This is an optimization exercise on Yosys and OpenROAD, whose aim is small area, a short achievable clock period and few clock cycles per item, not a production implementation. Function was not checked in any run shown here: the RTL went through the layout flow alone.

==> flow/design.v (outline; a module is shown in full before it is edited, if it fits) <==
// module smlb_compositor: 132 lines
// module smlb_numer_cs: 498 lines
// module smlb_div255_cs: 933 lines
module smlb_compositor #(
    parameter H = 64                       
) (
    input  wire        clk,
    input  wire        rst,                
    input  wire        in_valid,
    output wire        in_ready,
    input  wire [47:0] in_src,
    input  wire [47:0] in_row,
    input  wire        in_last,
    input  wire [15:0] in_hwy,
    input  wire [2:0]  in_shift,
    input  wire [7:0]  in_bright,
    input  wire        in_ck_en,
    input  wire [47:0] in_ck_key,
    input  wire [15:0] in_ck_first,
    input  wire [15:0] in_ck_last,
    output reg         out_valid,
    input  wire        out_ready,
    output reg  [47:0] out_row,
    output reg         out_last,
    output reg  [1:0]  out_status
);
  // ...
==> flow/flow/run.sh <==
#!/bin/bash
# Standard layout, with the timing repair asked to leave a setup margin so
# that it works on the paths that set the achieved period.
set -e
bash standard.sh SETUP_SLACK_MARGIN=17.5 finish > standard.log 2>&1
==> flow/standard.sh <==
#!/bin/bash
# synth_recipe.tcl (not shown) runs the flow's synth.tcl, then flattens the netlist and writes it again
# the make line also repeats each setting of config.mk as NAME=value (left out here)
make -C /OpenROAD-flow-scripts/flow DESIGN_CONFIG=/design/flow/config.mk WORK_HOME=/design/flow/orfs CLKGATE_MAP_FILE= SYNTH_SCRIPT=/design/flow/synth_recipe.tcl "${@:-finish}"
==> flow/config.mk <==
export PLATFORM = sky130hd
export DESIGN_NAME = smlb_compositor
export DESIGN_NICKNAME = smlb_compositor
export VERILOG_FILES = /design/flow/design.v
export SDC_FILE = /design/flow/constraint.sdc
export NUM_CORES = 4
export LEC_CHECK = 0
export CAP_MARGIN = 20
export CORE_MARGIN = 2
export CORE_UTILIZATION = 40
export PLACE_DENSITY = 0.6
export SLEW_MARGIN = 20
==> flow/constraint.sdc <==
create_clock -name core_clock -period 24.0 [get_ports {clk}]
set_input_delay 4.8000 -clock core_clock [delete_from_list [all_inputs] [get_ports {clk}]]
set_output_delay 4.8000 -clock core_clock [all_outputs]
set_load 0.01 [all_outputs]
==> out/metrics.csv, run 1 <==
metric,value,unit
grt_busiest_layer,met2,
worst_clock_skew,0.0239,ns
worstSetupStartpointType,input pin,
yosysMostFrequentCell,inv_1,
synth_xor_area_share,2.16,%
core,78600,um^2
io_buffers,261,
worst-path-stages,6,
path_clk_slew,0.06,ns
async_reset_ff_share,0,%
seq_area_frac_synth,31.9,%
syn_inst,3163,
met1_length,37600,um
ys.flop_type,edfxtp_1,
wirelength,78800,um
status,finished clean,
fin_setup_tns,0,ns
n_tap_cell,1050,
final_util,46.8,%
drt-wirelength-per-cell,17.8,um
path_class,input pin to register,
netlist_top_cells_count,"inv_1 (575), fa_1 (420), a21oi_1 (322)",
grt_pass1_wl,125000,um
timing.fmax,156,MHz
min_path_cells,2,
worst_slack,17.58,ns
==> run 2: changes to the inputs <==
==> flow/run.sh (new file) <==
#!/bin/bash
# synth_recipe.tcl (not shown) runs the flow's synth.tcl, then flattens the netlist and writes it again
# the make line also repeats each setting of config.mk as NAME=value (left out here)
make -C /OpenROAD-flow-scripts/flow DESIGN_CONFIG=/design/flow/config.mk WORK_HOME=/design/flow/orfs CLKGATE_MAP_FILE= SYNTH_SCRIPT=/design/flow/synth_recipe.tcl finish
removed: flow/flow/run.sh
removed: flow/standard.sh
==> run 2 against run 1 <==
Utilization decreased by 0.15 points. Critical path depth increased by 3. Critical endpoint unchanged. Synthesized cell count unchanged. Flip-flop and latch count unchanged. Still clean on timing, DRC and antenna.
==> out/metrics.csv, run 2 <==
metric,value,unit,change
synthesis.nets,3971,,unchanged
status,finished clean,,unchanged
reg2reg_from,s1_shift[0],,unchanged
cts_setup_buffers,0,,was 2
largest_reg_flops,51,,unchanged
worst_clock_skew,0.0180,ns,was 0.0239 ns
maxCapViolCount,0,,unchanged
core,78600,um^2,unchanged
drt-wirelength-per-cell,18.0,um,was 17.8 um
grt_pass1_wl,127000,um,"was 125,000 um"
wirelength,79400,um,"was 78,800 um"
cts_hold_buf,0,,unchanged
cp-end-kind,register,,unchanged
synth_edf_count,299,,unchanged
grt_usage,19.9,%,was 19.7%
fp.dieW,285,um,unchanged
cp_slowest_cell,clkdlybuf4s50_1,,was nor4_1
root_buffer,clkbuf_16,,unchanged
synthTopCellsByArea,"edfxtp_1 (28%), fa_1 (27%), ha_1 (7.1%)",,unchanged
gr-total-overflow,0,,unchanged
die_area,81400,um^2,unchanged
grt_util_met2,30.9,%,was 29.9%
finalHoldViolCount,0,,unchanged
ff2ff_path_depth,13,,unchanged
crit_required,24.31,ns,was 24.35 ns
met3_usage,3.64,%,was 3.51%
drive_gt1_share,5.55,%,was 6.52%
grt_pass1_vias,22300,,was 21.9k
cts_sinks,355,,unchanged
netlist.area_leader.share,28.4,%,unchanged
cp.arrival,7.74,ns,was 6.76 ns
clk_latency,0.58,ns,was 0.61 ns
worstSetupStartpointType,input pin,,unchanged
finalNetCount,4144,,"was 4,147"
n_fill_cell,7432,,"was 7,464"
cp-endpoint,s1_skip,,unchanged
fin_setup_tns,0,ns,unchanged
rsz0062_at_grt,no,,was yes
min_path_type,register to register,,unchanged
route.detailed.drc,0,,unchanged
drt_pass1_iterations,6,,was 7
critPathMaxStageDelay,0.51,ns,was 0.46 ns
place_area,35100,um^2,"was 35,200 um^2"
cts_buffers,44,,was 45
dp_hpwl,62800,um,"was 62,100 um"
tritoncts,yes,,unchanged
path_cells,clkdlybuf4s50_1 -> ha_1 -> a21o_1 -> a21o_1 -> a211oi_1 -> o2111ai_1 -> a311o_1 -> a221oi_2 -> inv_1,,was clkdlybuf4s50_1 -> nor4_1 -> o2111ai_2 -> a311o_2 -> a221oi_4 -> inv_1
path_clk_slew,0.06,ns,about the same
n_antenna_cell,0,,was 1
finish.instance_area,36700,um^2,"was 36,800 um^2"
timing.fmax,135,MHz,was 156 MHz
relSlewSlack,27.7,%,was 28.5%
met1_usage,28.4,%,was 28.8%
yosysWarnings,1,,unchanged
rrSetupSlack,18.47,ns,was 18.48 ns
top_register,k_data,,unchanged
finalSetupViolations,0,,unchanged
mostFrequentLayoutCells,"inv_1 (574), fa_1 (420), a21oi_1 (322), nor2_1 (301), edfxtp_1 (299)",,"was inv_1 (568), fa_1 (420), a21oi_1 (320), nor2_1 (301), edfxtp_1 (299)"
critPathMaxFanout,9,,was 5
finalCritPeriodShare,31.0,%,was 26.7%
ios,262,,unchanged
avgSynthCellArea,10.0,um^2,unchanged
die_height,285,um,unchanged
netlist_top_cells_count,"inv_1 (575), fa_1 (420), a21oi_1 (322)",,unchanged
dr_total_vias,21900,,about the same
start_util,40.3,%,unchanged
slew_viol_final,0,,unchanged
grt_busiest_layer,met2,,unchanged
startpoint,in_hwy[3],,was in_ck_first[7]
synth-seq-cells,355,,unchanged
clock_path_buffers,3,,unchanged
worstMarginPinSlew,1.09,ns,was 1.05 ns
yosysMostFrequentCell,inv_1,,unchanged
rows,103,,unchanged
place_congestion,0.865,,was 0.846
seq_area_frac_synth,31.9,%,unchanged
path_class,input pin to register,,unchanged
synthToLayoutAreaGrowth,15.9,%,was 16.3%
syn_inst,3163,,unchanged
post_cts_resized,0,,was 32
synth.distinct_cells,77,,unchanged
async_reset_ff_share,0,%,unchanged
vias_per_cell,4.96,,was 4.94
final_common_cell,inv_1,,unchanged
r2r_end,s2_nr_b[8],,was s2_ng_b[16]
cp_common_cell,a21o_1,,
grt_antenna_before_repair,1,,was 5
synth_largest_area_cell,edfxtp_1,,unchanged
drt-initial-drc-count,1523,,"was 1,332"
ys.flop_type,edfxtp_1,,unchanged
final.min_clock_period,7.43,ns,was 6.42 ns
htreeDepth,2,,unchanged
regArea,10100,um^2,unchanged
syn_area,31600,um^2,unchanged
multi_input_area,18800,um^2,"was 18,900 um^2"
io_buffers,261,,unchanged
drt.antenna.violating_nets,0,,unchanged
grt_max_degree,99,,was 149
-- run 2: cell count changes in the layout (fill, tap and decap cells not counted), moves of 5 or more --
| cell | change |
|---|---|
| inv_2 | -5 |
| clkdlybuf4s50_1 | +16 |
| ha_1 | +6 |
| inv_1 | +6 |
| dlygate4sd2_1 | -7 |
| ha_4 | -5 |
-- run 2: worst max-delay path: cells and delay by family --
family / cells / cell delay (ns)
adder cells (fa/ha/maj): 1 / 0.37
AO/OA/AOI/OAI: 6 / 1.98
buffers and inverters: 2 / 0.58
-- run 2: metrics by stage --
stage               setup WS, ns  utilization (%)  instances  hold WS (ns)
global route               16.50             46.7       4418         0.462
floorplan                  13.83                -       3163         0.412
CTS                        16.57             46.6       4416         0.444
global placement           15.97             44.6       4337         0.428
finish                     16.57             46.7       4418         0.441
detailed placement         15.96             44.7       4338         0.430
-- run 2: area by class of cell --
type / instances / share of cell area [%]
multi-input combinational: 2078 / 51.2
sequential: 355 / 27.5
timing repair buffer: 282 / 7.61
inverter: 575 / 5.90
tap: 1050 / 3.58
clock buffer: 52 / 3.20
clock inverter: 26 / 0.989
-- run 2: logic make-up (layout without fill, tap and decap cells) --
logic type / Yosys count / in the layout / synth area share [%]
buffers and inverters: 730 / 935 / 8.81
AO/OA/AOI/OAI: 653 / 653 / 12.2
XOR/XNOR: 78 / 78 / 2.16
flip-flops: 355 / 355 / 31.9
AND/OR/NAND/NOR: 684 / 684 / 9.14
adder cells (fa/ha/maj): 599 / 599 / 33.6
multiplexers: 64 / 64 / 2.16
-- run 2: per-layer routing --
metal / wire length (um) / vias up
met4: 2280 / 2
li1: - / 10700
met3: 5630 / 106
met5: 13 / -
met1: 36700 / 10500
met2: 34800 / 693
-- run 2: worst min-delay path by stage --
stage / startpoint / end / cells after the start
floorplan: k_data[16] / k_data[16] / 2
global placement: k_data[16] / k_data[16] / 2
detailed placement: k_data[49] / k_data[49] / 2
CTS: k_data[49] / k_data[49] / 2
global route: k_data[49] / k_data[49] / 2
finish: k_data[49] / k_data[49] / 2

-- separate check: timing with driven ports --
No port has a modelled driver above. Below, the same layouts with a new extraction and two added sets of constraints.
Step 1 sets driving cells, clkbuf_16 on the clock port and buf_2 on the other inputs (assumed; they add their load-dependent delay and slew).
Step 2, shift: input delay + t, output delay - t, t = (earliest + latest rising clock arrival at the registers) / 2. This alone moves slack from input paths to output paths.
a / b / c = no drivers / after step 1 / after step 2; a / b = the first two.
| run | t (ns) | slack for setup (ns) | hold WS [ns] |
|---|---|---|---|
| run 1 | 0.661 | 17.584 / 17.593 / 16.932 | 0.450 / 0.450 / 0.450 |
| run 2 | 0.629 | 16.565 / 16.605 / 15.976 | 0.441 / 0.441 / 0.441 |
After both steps setup and hold are still met in every run listed. The setup slack of run 1, which loses most, moves by +0.009 ns with the drivers and by -0.652 ns with both steps.
